This is an optimization exercise on Yosys and OpenROAD, whose aim is small area, a short achievable clock period and few clock cycles, not a production implementation. No run shown here included a check of the RTL's function; only the layout flow was run. No activity file was given, so power comes from the tool's default toggle rates.

[config.mk]
export PLATFORM = sky130hd
export DESIGN_NAME = rk_gpio
export DESIGN_NICKNAME = rk_gpio
export VERILOG_FILES = /design/flow/design.v
export SDC_FILE = /design/flow/constraint.sdc
export NUM_CORES = 8
export LEC_CHECK = 0
export CAP_MARGIN = 40
export CORE_MARGIN = 2
export CORE_UTILIZATION = 25
export SETUP_SLACK_MARGIN = 5
export SLEW_MARGIN = 20
[constraint.sdc]
create_clock -name core_clock -period 10.0 [get_ports {clk}]
set_input_delay 2.0000 -clock core_clock [delete_from_list [all_inputs] [get_ports {clk}]]
set_output_delay 2.0000 -clock core_clock [all_outputs]
set_load 0.01 [all_outputs]
[design.v]
module rk_gpio (
    input              clk,
    input              rst,
    input              cmd_valid,
    output             cmd_ready,
    input      [31:0]  cmd_desc,
    input      [31:0]  cmd_data,
    output             rsp_valid,
    output     [2:0]   rsp_status,
    output     [31:0]  rsp_data,
    output             disp_valid,
    output     [7:0]   disp_irq,
    output             disp_exit,
    input      [63:0]  pad_in,
    output     [63:0]  pad_out,
    output     [63:0]  pad_oe,
    output     [63:0]  pull_en,
    output     [1:0]   bank_irq
);
    localparam ST_OK = 3'd0, ST_RANGE = 3'd1, ST_TRIG = 3'd2, ST_PULL = 3'd3,
               ST_MALFORMED = 3'd5, ST_INVREG = 3'd6, ST_GATED = 3'd7;
    reg [63:0] dir, dr, inten, inttype, intpol, pull, tmask, wake, saved, latch;
    reg [1:0]  clk_on;
    reg [63:0] env_q;            
    reg [63:0] s_prev;           
    reg [1:0]  sup;              
    reg        rst_q;            
    reg        ready_q;          
    reg        ld_q;             
    reg        v_q;              
    reg [31:0] dq, dd;           
    reg        eng_act;          
    reg        eng_bank, eng_acked;
    reg [4:0]  eng_ptr;          
    reg        rsp_v;
    reg [2:0]  rsp_st;
    reg [31:0] rsp_d;            
    reg        dsp_v, dsp_x;
    reg [5:0]  dsp_i;
    reg [1:0]  birq_q;
    wire [63:0] pad = (dir & dr) | (~dir & env_q);
    wire [63:0] s   = ~(pad ^ intpol);
    wire [63:0] con = {{32{clk_on[1] & ~sup[1]}}, {32{clk_on[0] & ~sup[0]}}};
    wire [63:0] lte = latch | (con & inten & inttype & ~s_prev & s);
    wire [63:0] isr = inten & ((inttype & lte) | (~inttype & s));
    wire [7:0]  op  = dq[31:24];
    wire [3:0]  fa  = dq[23:20];
    wire [3:0]  fz  = dq[19:16];
    wire [15:0] pin = dq[15:0];
    wire [7:0]  fb  = dq[15:8];
    wire [7:0]  fr  = dq[7:0];
    wire o_rd   = (op == 8'h01), o_wr  = (op == 8'h02), o_sb  = (op == 8'h03);
    wire o_wm   = (op == 8'h04) | (op == 8'h05);
    wire o_sdir = (op == 8'h10), o_slev = (op == 8'h11), o_glev = (op == 8'h12);
    wire o_pull = (op == 8'h13), o_trig = (op == 8'h14), o_req  = (op == 8'h15);
    wire o_toirq = (op == 8'h16);
    wire o_ien  = (op == 8'h20), o_idis = (op == 8'h21), o_iack = (op == 8'h22);
    wire o_wake = (op == 8'h23);
    wire o_dmx  = (op == 8'h30), o_susp = (op == 8'h40), o_res  = (op == 8'h41);
    wire o_reg  = o_rd | o_wr | o_sb;
    wire o_pin  = o_sdir | o_slev | o_glev | o_pull | o_trig | o_req | o_toirq |
                  o_ien | o_idis | o_iack | o_wake;
    wire known  = o_reg | o_wm | o_pin | o_dmx | o_susp | o_res;
    wire flag_a = o_sb | o_sdir | o_slev | o_wake;
    wire code_a = o_pull | o_trig | o_wm;
    wire a_nz   = |fa;
    wire a_gt1  = |fa[3:1];
    wire malformed = ~known | (|fz) | (flag_a & a_gt1) | (~flag_a & ~code_a & a_nz) |
                     (o_wm & (fa >= 4'd3)) | (o_dmx & (|fr)) |
                     ((o_susp | o_res) & (|pin));
    wire hi_nz  = |pin[15:6];                        
    wire b_bad  = |fb[7:1];                          
    wire r_bad  = (|fr[7:4]) | (fr[3] & (|fr[2:0]));  
    wire rb     = fb[0];
    wire pb     = pin[5];
    wire [4:0] off = pin[4:0];
    wire [3:0] R   = fr[3:0];
    wire pull_bad = o_pull & (fa != 4'd0) & (fa != 4'd3);
    wire trig_bad = o_trig & (fa > 4'd4);
    wire ungated  = o_req | o_toirq | o_wake;
    wire clk_r = rb ? clk_on[1] : clk_on[0];
    wire clk_p = pb ? clk_on[1] : clk_on[0];
    wire exec_go = v_q & ~eng_act;
    reg [2:0] ex_st;
    always @* begin
        if (malformed)            ex_st = ST_MALFORMED;
        else if (o_reg)           ex_st = (b_bad | r_bad) ? ST_INVREG : (~clk_r ? ST_GATED : ST_OK);
        else if (o_wm)            ex_st = ST_INVREG;
        else if (o_pin)           ex_st = hi_nz ? ST_RANGE : pull_bad ? ST_PULL : trig_bad ? ST_TRIG :
                                          (~ungated & ~clk_p) ? ST_GATED : ST_OK;
        else if (o_dmx)           ex_st = b_bad ? ST_INVREG : (~clk_r ? ST_GATED : ST_OK);
        else if (o_susp)          ex_st = (clk_on != 2'b11) ? ST_GATED : ST_OK;
        else                      ex_st = ST_OK;
    end
    wire ok_reg  = exec_go & ~malformed & o_reg & ~b_bad & ~r_bad & clk_r;
    wire ok_pinr = exec_go & ~malformed & o_pin & ~hi_nz & ~pull_bad & ~trig_bad;
    wire ok_pin  = ok_pinr & clk_p;
    wire ok_dmx  = exec_go & ~malformed & o_dmx & ~b_bad & clk_r;
    wire ok_susp = exec_go & ~malformed & o_susp;
    wire ok_res  = exec_go & ~malformed & o_res;
    wire ok_wr   = ok_reg & ~o_rd;
    wire ok_rd   = ok_reg & o_rd;
    wire        rq = rst_q;
    wire [31:0] pm = (32'd1 << off) | {32{rq}};                   
    wire [31:0] md = {32{o_wr | rq}} | dd;                        
    wire [31:0] vd = o_wr ? dd : {32{fa[0]}};                     
    wire [31:0] ce = ({32{o_wr | fa[0]}} & dd) | {32{rq}};        
    wire [63:0] env_sh = env_q >> pin[5:0];
    wire v_pin  = ~o_trig & (o_ien | (~o_idis & fa[0]));   
    wire v_ity  = fa[2] | fa[1];
    wire v_ipl  = fa[2] ? ~env_sh[0] : (fa[1] ^ fa[0]);
    wire [31:0] V_sh  = {32{~rq}} & (o_reg ? vd : {32{v_pin}});
    wire [31:0] V_ity = {32{~rq}} & (o_reg ? vd : {32{v_ity}});
    wire [31:0] V_ipl = {32{~rq}} & (o_reg ? vd : {32{v_ipl}});
    wire [31:0] b_isr = rb ? isr[63:32] : isr[31:0];
    wire        dbank = eng_act ? eng_bank : rb;
    wire [31:0] ilr_s = dbank ? inttype[63:32] : inttype[31:0];
    reg  [31:0] below;
    integer k;
    always @* for (k = 0; k < 32; k = k + 1) below[k] = (k < eng_ptr);
    wire [31:0] cand  = eng_act ? (rsp_d & below) : b_isr;
    wire        dmx_go = ok_dmx | eng_act;
    wire [31:0] t_any [0:5];
    wire [31:0] t_mul [0:5];
    wire [31:0] t_ex  [0:5];
    wire [4:0]  t_ix  [0:5][0:31];
    genvar g, h;
    generate
        for (h = 0; h < 32; h = h + 1) begin : leaf
            assign t_any[0][h] = cand[h];
            assign t_mul[0][h] = 1'b0;
            assign t_ex[0][h]  = ilr_s[h];
            assign t_ix[0][h]  = 5'd0;
        end
        for (g = 1; g <= 5; g = g + 1) begin : lvl
            for (h = 0; h < (32 >> g); h = h + 1) begin : node
                wire aH = t_any[g-1][2*h+1], aL = t_any[g-1][2*h];
                assign t_any[g][h] = aH | aL;
                assign t_mul[g][h] = t_mul[g-1][2*h+1] | t_mul[g-1][2*h] | (aH & aL);
                assign t_ex[g][h]  = aH ? t_ex[g-1][2*h+1] : t_ex[g-1][2*h];
                assign t_ix[g][h]  = aH ? (t_ix[g-1][2*h+1] | (5'd1 << (g-1))) : t_ix[g-1][2*h];
            end
            for (h = (32 >> g); h < 32; h = h + 1) begin : pad0
                assign t_any[g][h] = 1'b0;
                assign t_mul[g][h] = 1'b0;
                assign t_ex[g][h]  = 1'b0;
                assign t_ix[g][h]  = 5'd0;
            end
        end
    endgenerate
    wire       any   = t_any[5][0];
    wire       multi = t_mul[5][0];
    wire [4:0] top   = t_ix[5][0];
    wire       top_x = t_ex[5][0];
    wire [1:0] bsel = {rb, ~rb};
    wire [1:0] r_dir = {2{ok_rd & (R == 4'd0)}} & bsel;
    wire [1:0] r_dr  = {2{ok_rd & (R == 4'd1)}} & bsel;
    wire [1:0] r_pad = {2{ok_rd & (R == 4'd2)}} & bsel;
    wire [1:0] r_ien = {2{ok_rd & (R == 4'd3)}} & bsel;
    wire [1:0] r_ity = {2{ok_rd & (R == 4'd4)}} & bsel;
    wire [1:0] r_ipl = {2{ok_rd & (R == 4'd5)}} & bsel;
    wire [1:0] r_isr = {2{(ok_rd & (R == 4'd6)) | ok_dmx}} & bsel;
    wire [1:0] r_pul = {2{ok_rd & (R == 4'd8)}} & bsel;
    reg  [31:0] rval;
    integer j;
    always @* begin
        rval = 32'd0;
        for (j = 0; j < 2; j = j + 1)
            rval = rval | ({32{r_dir[j]}} & dir[j*32 +: 32]) | ({32{r_dr[j]}} & dr[j*32 +: 32]) |
                          ({32{r_pad[j]}} & pad[j*32 +: 32]) | ({32{r_ien[j]}} & inten[j*32 +: 32]) |
                          ({32{r_ity[j]}} & inttype[j*32 +: 32]) | ({32{r_ipl[j]}} & intpol[j*32 +: 32]) |
                          ({32{r_isr[j]}} & isr[j*32 +: 32]) | ({32{r_pul[j]}} & pull[j*32 +: 32]);
    end
    wire [63:0] pad_sh = pad >> pin[5:0];
    wire [31:0] ex_d = rval | {25'd0, ok_pinr & o_toirq, {6{ok_pinr & o_toirq}} & pin[5:0]} |
                       {31'd0, ok_pin & o_glev & pad_sh[0]};
    wire [63:0] n_dir, n_dr, n_inten, n_inttype, n_intpol, n_pull, n_tmask,
                n_wake, n_saved, n_latch;
    wire [1:0]  n_clk_on, n_sup;
    generate
        for (g = 0; g < 2; g = g + 1) begin : gb
            wire sel_r = ok_wr  & (rb == g);
            wire sel_p = ok_pin & (pb == g);
            wire w_dir  = (sel_r & (R == 4'd0)) | rq, p_dir  = sel_p & (o_sdir | o_trig);
            wire w_dr   = (sel_r & (R == 4'd1)) | rq, p_dr   = sel_p & o_slev;
            wire w_ien  = (sel_r & (R == 4'd3)) | rq, p_ien  = sel_p & (o_ien | o_idis);
            wire w_ity  = (sel_r & (R == 4'd4)) | rq, p_ity  = sel_p & o_trig;
            wire w_ipl  = (sel_r & (R == 4'd5)) | rq, p_ipl  = sel_p & o_trig;
            wire w_eoi  = (sel_r & (R == 4'd7)) | rq, p_ack  = sel_p & o_iack;
            wire w_pul  = (sel_r & (R == 4'd8)) | rq, p_pul  = sel_p & o_pull;
            wire p_tm   = (sel_p & o_trig) | rq;
            wire p_wk   = (ok_pinr & o_wake & (pb == g)) | rq;
            wire susp   = ok_susp & clk_on[g];
            wire dmx    = ok_dmx & (rb == g);
            wire [31:0] q_dir = dir[g*32 +: 32],   q_dr  = dr[g*32 +: 32];
            wire [31:0] q_ien = inten[g*32 +: 32], q_ity = inttype[g*32 +: 32];
            wire [31:0] q_ipl = intpol[g*32 +: 32], q_pul = pull[g*32 +: 32];
            wire [31:0] q_tm  = tmask[g*32 +: 32], q_wk  = wake[g*32 +: 32];
            wire [31:0] q_sv  = saved[g*32 +: 32], q_lte = lte[g*32 +: 32];
            wire [31:0] q_pad = pad[g*32 +: 32],   q_isr = isr[g*32 +: 32];
            wire [31:0] m_dir = ({32{w_dir}} & md) | ({32{p_dir}} & pm);
            wire [31:0] m_dr  = ({32{w_dr}}  & md) | ({32{p_dr}}  & pm);
            wire [31:0] m_ien = ({32{w_ien}} & md) | ({32{p_ien}} & pm);
            wire [31:0] m_ity = ({32{w_ity}} & md) | ({32{p_ity}} & pm);
            wire [31:0] m_ipl = ({32{w_ipl}} & md) | ({32{p_ipl}} & pm);
            wire [31:0] m_pul = ({32{w_pul}} & md) | ({32{p_pul}} & pm);
            wire [31:0] m_tm  = {32{p_tm}} & pm;
            wire [31:0] m_wk  = {32{p_wk}} & pm;
            wire [31:0] m_dmx = {32{dmx}} & q_isr & q_tm;
            wire [31:0] clr   = ({32{w_eoi}} & ce) | ({32{p_ack}} & pm);
            wire [31:0] d_icm = (m_ipl & V_ipl) | (~m_ipl & q_ipl);
            assign n_dir[g*32 +: 32]     = (m_dir & V_sh)  | (~m_dir & q_dir);
            assign n_dr[g*32 +: 32]      = (m_dr  & V_sh)  | (~m_dr  & q_dr);
            assign n_inttype[g*32 +: 32] = (m_ity & V_ity) | (~m_ity & q_ity);
            assign n_intpol[g*32 +: 32]  = (m_dmx & ~q_pad) | (~m_dmx & d_icm);
            assign n_pull[g*32 +: 32]    = (m_pul & V_sh)  | (~m_pul & q_pul);
            assign n_tmask[g*32 +: 32]   = (m_tm & {32{fa[2] & ~rq}}) | (~m_tm & q_tm);
            assign n_wake[g*32 +: 32]    = (m_wk & {32{fa[0] & ~rq}}) | (~m_wk & q_wk);
            assign n_inten[g*32 +: 32]   = susp   ? q_wk :
                                           ok_res ? (q_sv | (q_isr & q_wk)) :
                                                    ((m_ien & V_sh) | (~m_ien & q_ien));
            assign n_saved[g*32 +: 32]   = (susp | rq) ? (q_ien & {32{~rq}}) : q_sv;
            assign n_latch[g*32 +: 32]   = ~clr & q_lte;
            assign n_clk_on[g] = rq | ok_res | (susp ? (|q_wk) : clk_on[g]);
            assign n_sup[g]    = dmx;
        end
    endgenerate
    wire v_n   = ready_q ? cmd_valid : (v_q & ~exec_go);
    wire eng_n = dmx_go & multi;
    always @(posedge clk) begin
        env_q  <= pad_in;
        s_prev <= s;
        rst_q  <= rst;
        birq_q <= {|isr[63:32], |isr[31:0]};
        dir <= n_dir;  dr <= n_dr;  inten <= n_inten;  inttype <= n_inttype;
        intpol <= n_intpol;  pull <= n_pull;  tmask <= n_tmask;  wake <= n_wake;
        saved <= n_saved;  latch <= n_latch;  clk_on <= n_clk_on;  sup <= n_sup;
        if (ld_q) begin
            dq <= cmd_desc;
            dd <= cmd_data;
        end
        if (!eng_act) begin
            rsp_st <= ex_st;
            rsp_d  <= ex_d;
        end
        dsp_x  <= top_x & ~(eng_act & eng_acked);
        dsp_i  <= {dbank, top};
        if (dmx_go) begin
            eng_bank  <= dbank;
            eng_ptr   <= top;
            eng_acked <= (eng_act & eng_acked) | top_x;
        end
        if (rst) begin
            ready_q <= 1'b1;
            ld_q    <= 1'b1;
            v_q     <= 1'b0;
            eng_act <= 1'b0;
            rsp_v   <= 1'b0;
            dsp_v   <= 1'b0;
        end else begin
            v_q     <= v_n;
            eng_act <= eng_n;
            ready_q <= ~(eng_n & v_n);
            ld_q    <= ~(eng_n & v_n);
            rsp_v   <= (exec_go & ~(ok_dmx & multi)) | (eng_act & ~multi);
            dsp_v   <= dmx_go & any;
        end
    end
    assign cmd_ready  = ready_q;
    assign rsp_valid  = rsp_v;
    assign rsp_status = rsp_st;
    assign rsp_data   = rsp_d;
    assign disp_valid = dsp_v;
    assign disp_irq   = {2'b01, dsp_i};
    assign disp_exit  = dsp_x;
    assign pad_out    = dr;
    assign pad_oe     = dir;
    assign pull_en    = pull;
    assign bank_irq   = birq_q;
endmodule
[run.sh]
#!/bin/bash
# synth_recipe.tcl (not shown) runs the flow's synth.tcl, then flattens the netlist and writes it again
# the make line also repeats each setting of config.mk as NAME=value (left out here)
make -C /OpenROAD-flow-scripts/flow DESIGN_CONFIG=/design/flow/config.mk WORK_HOME=/design/flow/orfs CLKGATE_MAP_FILE= SYNTH_SCRIPT=/design/flow/synth_recipe.tcl finish
==> impl_metrics.env, run 1 <==
export IMPL_delay_of_the_slowest_cell_on_the_worst_path_ps=990
export IMPL_worst_slew_pin_slew_ps=1036
export IMPL_initial_standard_cell_utilization_of_the_core=0.2509
export IMPL_fp_dieW_um=440.2
export IMPL_grt_use_total=0.2845
export IMPL_boundaryPins=372
export IMPL_setup_worst_path_start_class="register"
export IMPL_internal_power_uw=7262
export IMPL_critical_path_class="register to register"
export IMPL_worst_setup_path_end_kind="register"
export IMPL_power_switching_uw=3085
export IMPL_power_share_switching=0.2982
export IMPL_final_setup_viols=0
export IMPL_grt_remaining_overflow=0
export IMPL_ys_top_cells_by_area="sky130_fd_sc_hd__edfxtp_1 43%, sky130_fd_sc_hd__dfxtp_1 8.9%, sky130_fd_sc_hd__nor2_1 3.7%"
export IMPL_place_detailed_instances=7324
export IMPL_numCtsBuffers=109
export IMPL_fmax_ghz=0.1956
export IMPL_fin_tns_setup_ps=0
export IMPL_final_layout_size_suffix_gt1_frac=0.1314
export IMPL_critical_path_arrival_ps=5580
export IMPL_synth_enable_flop_cells=682
export IMPL_worst_hold_slack_ps=501.4
export IMPL_grt_antenna_before_repair=26
export IMPL_final_setup_skew_ps=31.67
export IMPL_cap_viol_max_count=0
export IMPL_synth_common_cells="682 x sky130_fd_sc_hd__edfxtp_1, 467 x sky130_fd_sc_hd__nor2_1, 361 x sky130_fd_sc_hd__nand2_1, 278 x sky130_fd_sc_hd__o22ai_1, 275 x sky130_fd_sc_hd__clkbuf_1"
export IMPL_cts_root_buf="sky130_fd_sc_hd__clkbuf_16"
export IMPL_synth_fp_nets=4746
export IMPL_finalCoreUtilization=0.3122
export IMPL_power_frac_comb=0.151
export IMPL_required_arrival_time_at_the_worst_endpoint_ps=10460
export IMPL_yosysSeqAreaShare=0.5194
export IMPL_clk_insertion_delay_late_ps=790
export IMPL_synth_area_per_cell_um2=10.31
export IMPL_wire_length_of_the_first_global_routing_pass_um=380200
export IMPL_ys_seq_elements=893
export IMPL_clockPowerShare=0.409
export IMPL_finalNetCount=5076
export IMPL_fp_dieArea_um2=193700
export IMPL_met1Wirelength_um=97410
export IMPL_drtPass1Iterations=7
export IMPL_power_sequential_fraction=0.440
export IMPL_run_status="timing/DRC/antenna clean"
export IMPL_number_of_failing_hold_endpoints_at_the_final_stage=0
export IMPL_async_set_or_reset_flop_fraction_in_the_synthesized_netlist=0
export IMPL_cts_hold_buffers=0
export IMPL_layout_worst_path_cycle_share=0.5113
export IMPL_crit_path_max_fanout=22
export IMPL_netlist_area_um2=47560
export IMPL_max_clock_path_buffers=3
export IMPL_grt_start_max_net_pins=67
export IMPL_met2_wirelength_um=122200
export IMPL_setup_repair_after_global_routing_missed_its_margin="false"
export IMPL_timing_critical_path_slowest_stage_cell="sky130_fd_sc_hd__dfxtp_2"
export IMPL_area_growth_from_synthesis_to_layout_pct=24.45
export IMPL_postSynthCellCount=4613
export IMPL_routed_antenna_nets=0
export IMPL_maxSlewViolCount=0
export IMPL_drt_total_wl_um=286700
export IMPL_total_leakage_power_uw=0.02133
export IMPL_synth_top_area_share=0.4306
export IMPL_detail_route_met3_wl_um=38630
export IMPL_route_detailed_drc=0
export IMPL_synth_main_ff_cell="sky130_fd_sc_hd__edfxtp_1"
export IMPL_placement_io_buffers=369
export IMPL_peakVddDrop_uv=140.6
export IMPL_worst_setup_hold_path_clk_slew_ps=60
export IMPL_p_per_area_nw_per_um2=174.8
export IMPL_finalCriticalPeriod_ps=5113
export IMPL_highest_signal_layer="met5"
export IMPL_synth_top_area_cell="sky130_fd_sc_hd__edfxtp_1"
export IMPL_tritoncts_num_sinks=893
export IMPL_hp_class="register to register"
export IMPL_cts_htree_levels=3
export IMPL_viasPerCell=6.333
export IMPL_max_slew_margin_rel=0.3030
export IMPL_yosysMostFrequentCell="sky130_fd_sc_hd__edfxtp_1"
export IMPL_final_cell_count_no_fill=7568
export IMPL_crit_path_cell_trace="nand2b_1 -> buf_4 -> nor2_1 -> o221a_2 -> a221oi_1 -> and2_1 -> and3_1 -> o211ai_1 -> a311o_1"
export IMPL_dr_total_vias=47930
export IMPL_fp_coreArea_um2=189600
export IMPL_place_gp_congestion=1.040
export IMPL_drt_wirelength_per_cell_um=37.88
export IMPL_fp_row_count=160
export IMPL_post_synth_num_cell_types=95
export IMPL_cts_tree="yes"
export IMPL_number_of_global_route_vias_before_repair=45110
export IMPL_floorplan_die_height_um=440.2
export IMPL_yosysWarnings=1
export IMPL_hpwlAfterDp_um=198100
export IMPL_initialDrtViolationCount=8521
==> path summary, 6_finish.rpt <==
path / from / endpoint / slack (ps) / depth (start not counted)
worst max-delay path: sup[0] / eng_ptr[0] / 4890 / 9
worst min-delay path: latch[51] / latch[51] / 500 / 2
worst max register to register: sup[0] / eng_ptr[0] / 4890 / 9
worst min register to register: latch[51] / latch[51] / 500 / 2
==> power by group through the flow <==
stage / clock [uW] / sequential, uW / combinational (uW)
2_1_floorplan: 0 / 4510 / 768
3_3_place_gp: 0 / 4610 / 1450
3_5_place_dp: 0 / 4620 / 1490
4_1_cts: 4250 / 4540 / 1500
5_1_grt: 4370 / 4570 / 1600
6_report: 4230 / 4550 / 1570
==> per-stage QoR <==
step	power, uW	setup WS [ps]	area, um2
3_5_place_dp	6106	4551	55150
4_1_cts	10280	4977	58900
2_1_floorplan	5274	5967	47560
5_1_grt	10540	5010	59140
3_3_place_gp	6065	4268	54390
6_report	10350	4887	59190
==> final cells by class <==
type	count	area (um2)
antenna	19	47.55
timing repair buffer	583	5776
sequential	893	24710
inverter	68	257.7
tap	2511	3142
fill	19410	130400
clock inverter	56	599.3
multi-input combinational	3288	21530
clock buffer	150	3118
==> worst max-delay path, delay by kind of cell, from the launching register on <==
family	cells	cell delay, ps
compound gates	4	2120
buf+inv	1	530
flops	1	990
simple gates	4	1100
==> what timing repair did <==
| action | 4_1_cts | 5_1_grt |
|---|---|---|
| setup endpoints to repair | 56 | 203 |
| gates resized for setup | 5 | 6 |
| buffers inserted | 2 | 2 |
| pin swaps | 1 | 1 |
==> cell usage in the layout, fill, tap and decap left out, types with 21 or more instances in the layout <==
cell type,netlist,final
sky130_fd_sc_hd__a211oi_1,23,23
sky130_fd_sc_hd__a21o_1,40,40
sky130_fd_sc_hd__a21oi_1,250,229
sky130_fd_sc_hd__a221oi_1,97,97
sky130_fd_sc_hd__a22o_1,84,84
sky130_fd_sc_hd__a22oi_1,63,63
sky130_fd_sc_hd__a31o_2,45,45
sky130_fd_sc_hd__a31oi_1,67,64
sky130_fd_sc_hd__a41oi_1,48,48
sky130_fd_sc_hd__and2_1,49,47
sky130_fd_sc_hd__and3_1,59,58
sky130_fd_sc_hd__buf_4,6,157
sky130_fd_sc_hd__clkbuf_1,275,23
sky130_fd_sc_hd__clkbuf_16,0,114
sky130_fd_sc_hd__clkdlybuf4s50_1,0,369
sky130_fd_sc_hd__clkinv_2,0,21
sky130_fd_sc_hd__dfxtp_1,211,207
sky130_fd_sc_hd__edfxtp_1,682,682
sky130_fd_sc_hd__inv_1,65,62
sky130_fd_sc_hd__mux2_2,31,31
sky130_fd_sc_hd__mux2i_1,135,135
sky130_fd_sc_hd__mux4_2,33,33
sky130_fd_sc_hd__nand2_1,361,358
sky130_fd_sc_hd__nand2b_1,62,60
sky130_fd_sc_hd__nand3_1,113,111
sky130_fd_sc_hd__nand4_1,53,53
sky130_fd_sc_hd__nor2_1,467,462
sky130_fd_sc_hd__nor2b_1,87,85
sky130_fd_sc_hd__nor3_1,53,50
sky130_fd_sc_hd__nor3b_1,29,28
sky130_fd_sc_hd__nor4_1,32,30
sky130_fd_sc_hd__o211ai_1,28,28
sky130_fd_sc_hd__o21a_1,28,27
sky130_fd_sc_hd__o21ai_0,189,188
sky130_fd_sc_hd__o22ai_1,278,278
sky130_fd_sc_hd__o2bb2ai_1,49,49
sky130_fd_sc_hd__o31ai_1,25,25
sky130_fd_sc_hd__or2_2,25,27
sky130_fd_sc_hd__or3_1,36,36
sky130_fd_sc_hd__xor2_1,44,44
==> kinds of logic after synthesis <==
logic type / after synthesis / synth area share
simple gates: 1503 / 0.1553
xor+xnor: 64 / 0.01179
fa+ha+maj: 2 / 0.0005261
compound gates: 1518 / 0.2252
other cells: 2 / 0.0001579
mux: 199 / 0.05138
buf+inv: 432 / 0.03620
flops: 893 / 0.5194
==> per-layer routing <==
metal | track usage | up-vias
met5 | 0 | -
met1 | 0.3302 | 23450
li1 | - | 18690
met4 | 0.2415 | 22
met3 | 0.09217 | 1264
met2 | 0.4239 | 4502
==> inputs of run 2 (changes only) <==
--- a/config.mk
+++ b/config.mk
@@ -5,8 +5,8 @@
 export SDC_FILE = /design/flow/constraint.sdc
 export NUM_CORES = 8
 export LEC_CHECK = 0
-export CAP_MARGIN = 40
+export CAP_MARGIN = 20
 export CORE_MARGIN = 2
-export CORE_UTILIZATION = 25
+export CORE_UTILIZATION = 50
 export SETUP_SLACK_MARGIN = 5
 export SLEW_MARGIN = 20
==> impl_metrics.env, run 2 <==
export IMPL_finalNetCount=5016
export IMPL_crit_buf_inv=0
export IMPL_worst_setup_path_end_kind="register"
export IMPL_yosysWarnings=1
export IMPL_detailedPlace_worstSlack_ps=4395
export IMPL_rr_startpoint="dq[29]"
export IMPL_final_layout_size_suffix_gt1_frac=0.1195
export IMPL_numCtsBuffers=100
export IMPL_multiInputGateArea_um2=21570
export IMPL_number_of_failing_hold_endpoints_at_the_final_stage=0
export IMPL_grt_remaining_overflow=0
export IMPL_synth_top_area_share=0.4306
export IMPL_p_per_area_nw_per_um2=175.8
export IMPL_final_cell_area_um2=56500
export IMPL_n_fill_cell=7990
export IMPL_synth_common_cells="682 x sky130_fd_sc_hd__edfxtp_1, 467 x sky130_fd_sc_hd__nor2_1, 361 x sky130_fd_sc_hd__nand2_1, 278 x sky130_fd_sc_hd__o22ai_1, 275 x sky130_fd_sc_hd__clkbuf_1"
export IMPL_worst_path_dominant_cell_family="simple AND/OR/NAND/NOR gates"
export IMPL_grt_antenna_before_repair=15
export IMPL_fp_row_count=113
export IMPL_ys_seq_elements=893
export IMPL_placed_cell_area_um2=52950
export IMPL_grt_start_max_net_pins=71
export IMPL_fp_dieW_um=312.4
export IMPL_viasPerCell=7.709
export IMPL_postSynthCellCount=4613
export IMPL_finalCriticalPeriod_ps=5167
export IMPL_critical_path_arrival_ps=5600
export IMPL_yosysSeqAreaShare=0.5194
export IMPL_cp_common_cell="sky130_fd_sc_hd__nor2_1"
export IMPL_crit_path_cell_trace="or4b_1 -> a311oi_2 -> nor2_1 -> a31o_1 -> nor4b_4 -> nand3_2 -> nor2_1 -> nor3_1 -> o31ai_2"
export IMPL_initialDrtViolationCount=9791
export IMPL_hpwlAfterDp_um=168600
export IMPL_clk_insertion_delay_late_ps=740
export IMPL_floorplan_die_height_um=312.4
export IMPL_setup_worst_path_start_class="register"
export IMPL_max_clock_path_buffers=3
export IMPL_layout_common_cells="682 x sky130_fd_sc_hd__edfxtp_1, 461 x sky130_fd_sc_hd__nor2_1, 369 x sky130_fd_sc_hd__clkdlybuf4s50_1, 356 x sky130_fd_sc_hd__nand2_1, 278 x sky130_fd_sc_hd__o22ai_1"
export IMPL_cts_tree="yes"
export IMPL_cts_hold_buffers=0
export IMPL_required_arrival_time_at_the_worst_endpoint_ps=10440
export IMPL_final_setup_viols=0
export IMPL_fp_coreArea_um2=94590
export IMPL_placement_io_buffers=369
export IMPL_mostFrequentLayoutCell="sky130_fd_sc_hd__edfxtp_1"
export IMPL_post_synth_num_cell_types=95
export IMPL_setup_repair_after_global_routing_missed_its_margin="true"
export IMPL_drt_wirelength_per_cell_um=41.11
export IMPL_boundaryPins=372
export IMPL_delay_of_the_slowest_cell_on_the_worst_path_ps=920
export IMPL_initial_standard_cell_utilization_of_the_core=0.5028
export IMPL_total_leakage_power_uw=0.02078
export IMPL_synth_main_ff_cell="sky130_fd_sc_hd__edfxtp_1"
export IMPL_timing_critical_path_slowest_stage_cell="sky130_fd_sc_hd__nand3_2"
export IMPL_final_setup_skew_ps=26.29
export IMPL_worst_hold_slack_ps=486.9
export IMPL_startpoint_of_the_most_critical_setup_path="dq[29]"
export IMPL_number_of_global_route_vias_before_repair=44430
export IMPL_fin_tns_setup_ps=0
export IMPL_run_status="timing/DRC/antenna clean"
export IMPL_layout_worst_path_cycle_share=0.5167
export IMPL_dr_total_vias=48220
export IMPL_grt_use_total=0.5116
export IMPL_cap_viol_max_count=0
export IMPL_area_growth_from_synthesis_to_layout_pct=18.81
export IMPL_critical_path_class="register to register"
export IMPL_tritoncts_num_sinks=893
export IMPL_max_slew_margin_rel=0.1196
export IMPL_cts_root_buf="sky130_fd_sc_hd__clkbuf_16"
export IMPL_peakVddDrop_uv=150.2
export IMPL_cts_htree_levels=3
export IMPL_yosysMostFrequentCell="sky130_fd_sc_hd__edfxtp_1"
export IMPL_hp_class="register to register"
export IMPL_async_set_or_reset_flop_fraction_in_the_synthesized_netlist=0
export IMPL_crit_path_max_fanout=28
export IMPL_wire_length_of_the_first_global_routing_pass_um=349700
export IMPL_fp_dieArea_um2=97600
export IMPL_finalWorstSetupSlack_ps=4833
export IMPL_ys_top_cells_by_area="sky130_fd_sc_hd__edfxtp_1 43%, sky130_fd_sc_hd__dfxtp_1 8.9%, sky130_fd_sc_hd__nor2_1 3.7%"
export IMPL_route_detailed_drc=0
export IMPL_fmax_ghz=0.1935
export IMPL_worst_setup_hold_path_clk_slew_ps=60
export IMPL_sequential_cell_area_um2=24710
export IMPL_synth_top_area_cell="sky130_fd_sc_hd__edfxtp_1"
export IMPL_synth_fp_nets=4746
export IMPL_routed_antenna_nets=0
export IMPL_hp_start="latch[51]"
export IMPL_synth_area_per_cell_um2=10.31
export IMPL_place_gp_congestion=1.076
export IMPL_maxSlewViolCount=0
export IMPL_drtPass1Iterations=10
export IMPL_netlist_area_um2=47560
export IMPL_worst_slew_pin_slew_ps=1318
export IMPL_drt_total_wl_um=257100
export IMPL_synth_enable_flop_cells=682
==> run 2: final cells by class <==
class                           instances  share of cell area
Sequential cell                       893              0.4374
Multi-Input combinational cell       3288              0.3817
Timing Repair Buffer                  532             0.08751
Clock buffer                          155             0.05450
Tap cell                             1265             0.02801
Clock inverter                         34            0.005580
Inverter                               68            0.004539
Antenna cell                           19           0.0008415
==> run 2: cells by family after synthesis <==
| logic type | synth area share |
|---|---|
| AOI/OAI and AO/OA | 0.2252 |
| and+or+nand+nor | 0.1553 |
| DFF | 0.5194 |
| buffers and inverters | 0.03620 |
| muxes | 0.05138 |
| xor gates and xnor gates | 0.01179 |
| adders and majority gates | 0.0005261 |
| other | 0.0001579 |
==> run 2: final timing paths <==
check / endpoint / slack [ps] / cells past startpoint
worst min-delay path: latch[51] / 490 / 2
worst max register to register: register / 4830 / 9
worst min register to register: latch[51] / 490 / 2
worst max-delay path: register / 4830 / 9
==> run 2: what timing repair did <==
| action | 4_1_cts | 5_1_grt |
|---|---|---|
| cloned | 0 | 0 |
| gates resized for setup | 2 | 11 |
| endpoints found under the setup margin | 85 | 287 |
| pin swaps | 1 | 0 |
| buffers inserted | 1 | 2 |
==> run 2: power by group <==
group	total [uW]	switching, uW	leakage (uW)	internal, uW
logic	1540	990	0.0105	545
registers	4520	241	0.00863	4280
clock network	3880	1630	0.00167	2240
==> run 2: per-stage QoR <==
step / std cells / power (uW) / util
global route: 6235 / 10080 / 0.5969
detailed placement: 6041 / 6021 / 0.5598
CTS: 6231 / 9798 / 0.5958
finish: 6254 / 9935 / 0.5974
global placement: 6041 / 6007 / 0.5597
floorplan: 4613 / 5274 / -
==> run 2: routing by layer <==
metal	wire, um	vias to the layer above	global-route usage
li1	-	18550	-
met5	184	-	0.005803
met2	102500	5151	0.7099
met3	43430	1393	0.2060
met1	85810	23110	0.6334
met4	25230	16	0.3941
==> run 2: worst register-to-register path, stage by stage, from the launching register on <==
cell and delay, ps:
sky130_fd_sc_hd__edfxtp_1 510, sky130_fd_sc_hd__or4b_1 730, sky130_fd_sc_hd__a311oi_2 390, sky130_fd_sc_hd__nor2_1 110, sky130_fd_sc_hd__a31o_1 420, sky130_fd_sc_hd__nor4b_4 590
sky130_fd_sc_hd__nand3_2 920, sky130_fd_sc_hd__nor2_1 340, sky130_fd_sc_hd__nor3_1 220, sky130_fd_sc_hd__o31ai_2 660

what the ideal ports hide:
The flow's constraints put no driver on any port. The routed layouts listed below were extracted and timed again, unchanged, in two steps.
Step 1, drivers: a clkbuf_16 drives clk and a buf_2 each remaining input, both assumed.
Step 2 also shifts input and output timing later by t, the mid clock arrival at the registers, as if the neighbouring blocks saw the same clock.
a / b / c = ideal ports / drivers / drivers and shift; a / b = the first two.
run | t (ns) | setup WS [ns] | worst setup path after step 2 | worst data-port slew with drivers (ns) | pins driven straight from the clock port
run 1 | 0.864 | 4.887 / 4.887 / 4.887 | register to register | 0.08 | 1
run 2 | 0.815 | 4.833 / 4.833 / 4.833 | register to register | 0.06 | 1
After both steps setup and hold are still met in every run listed.
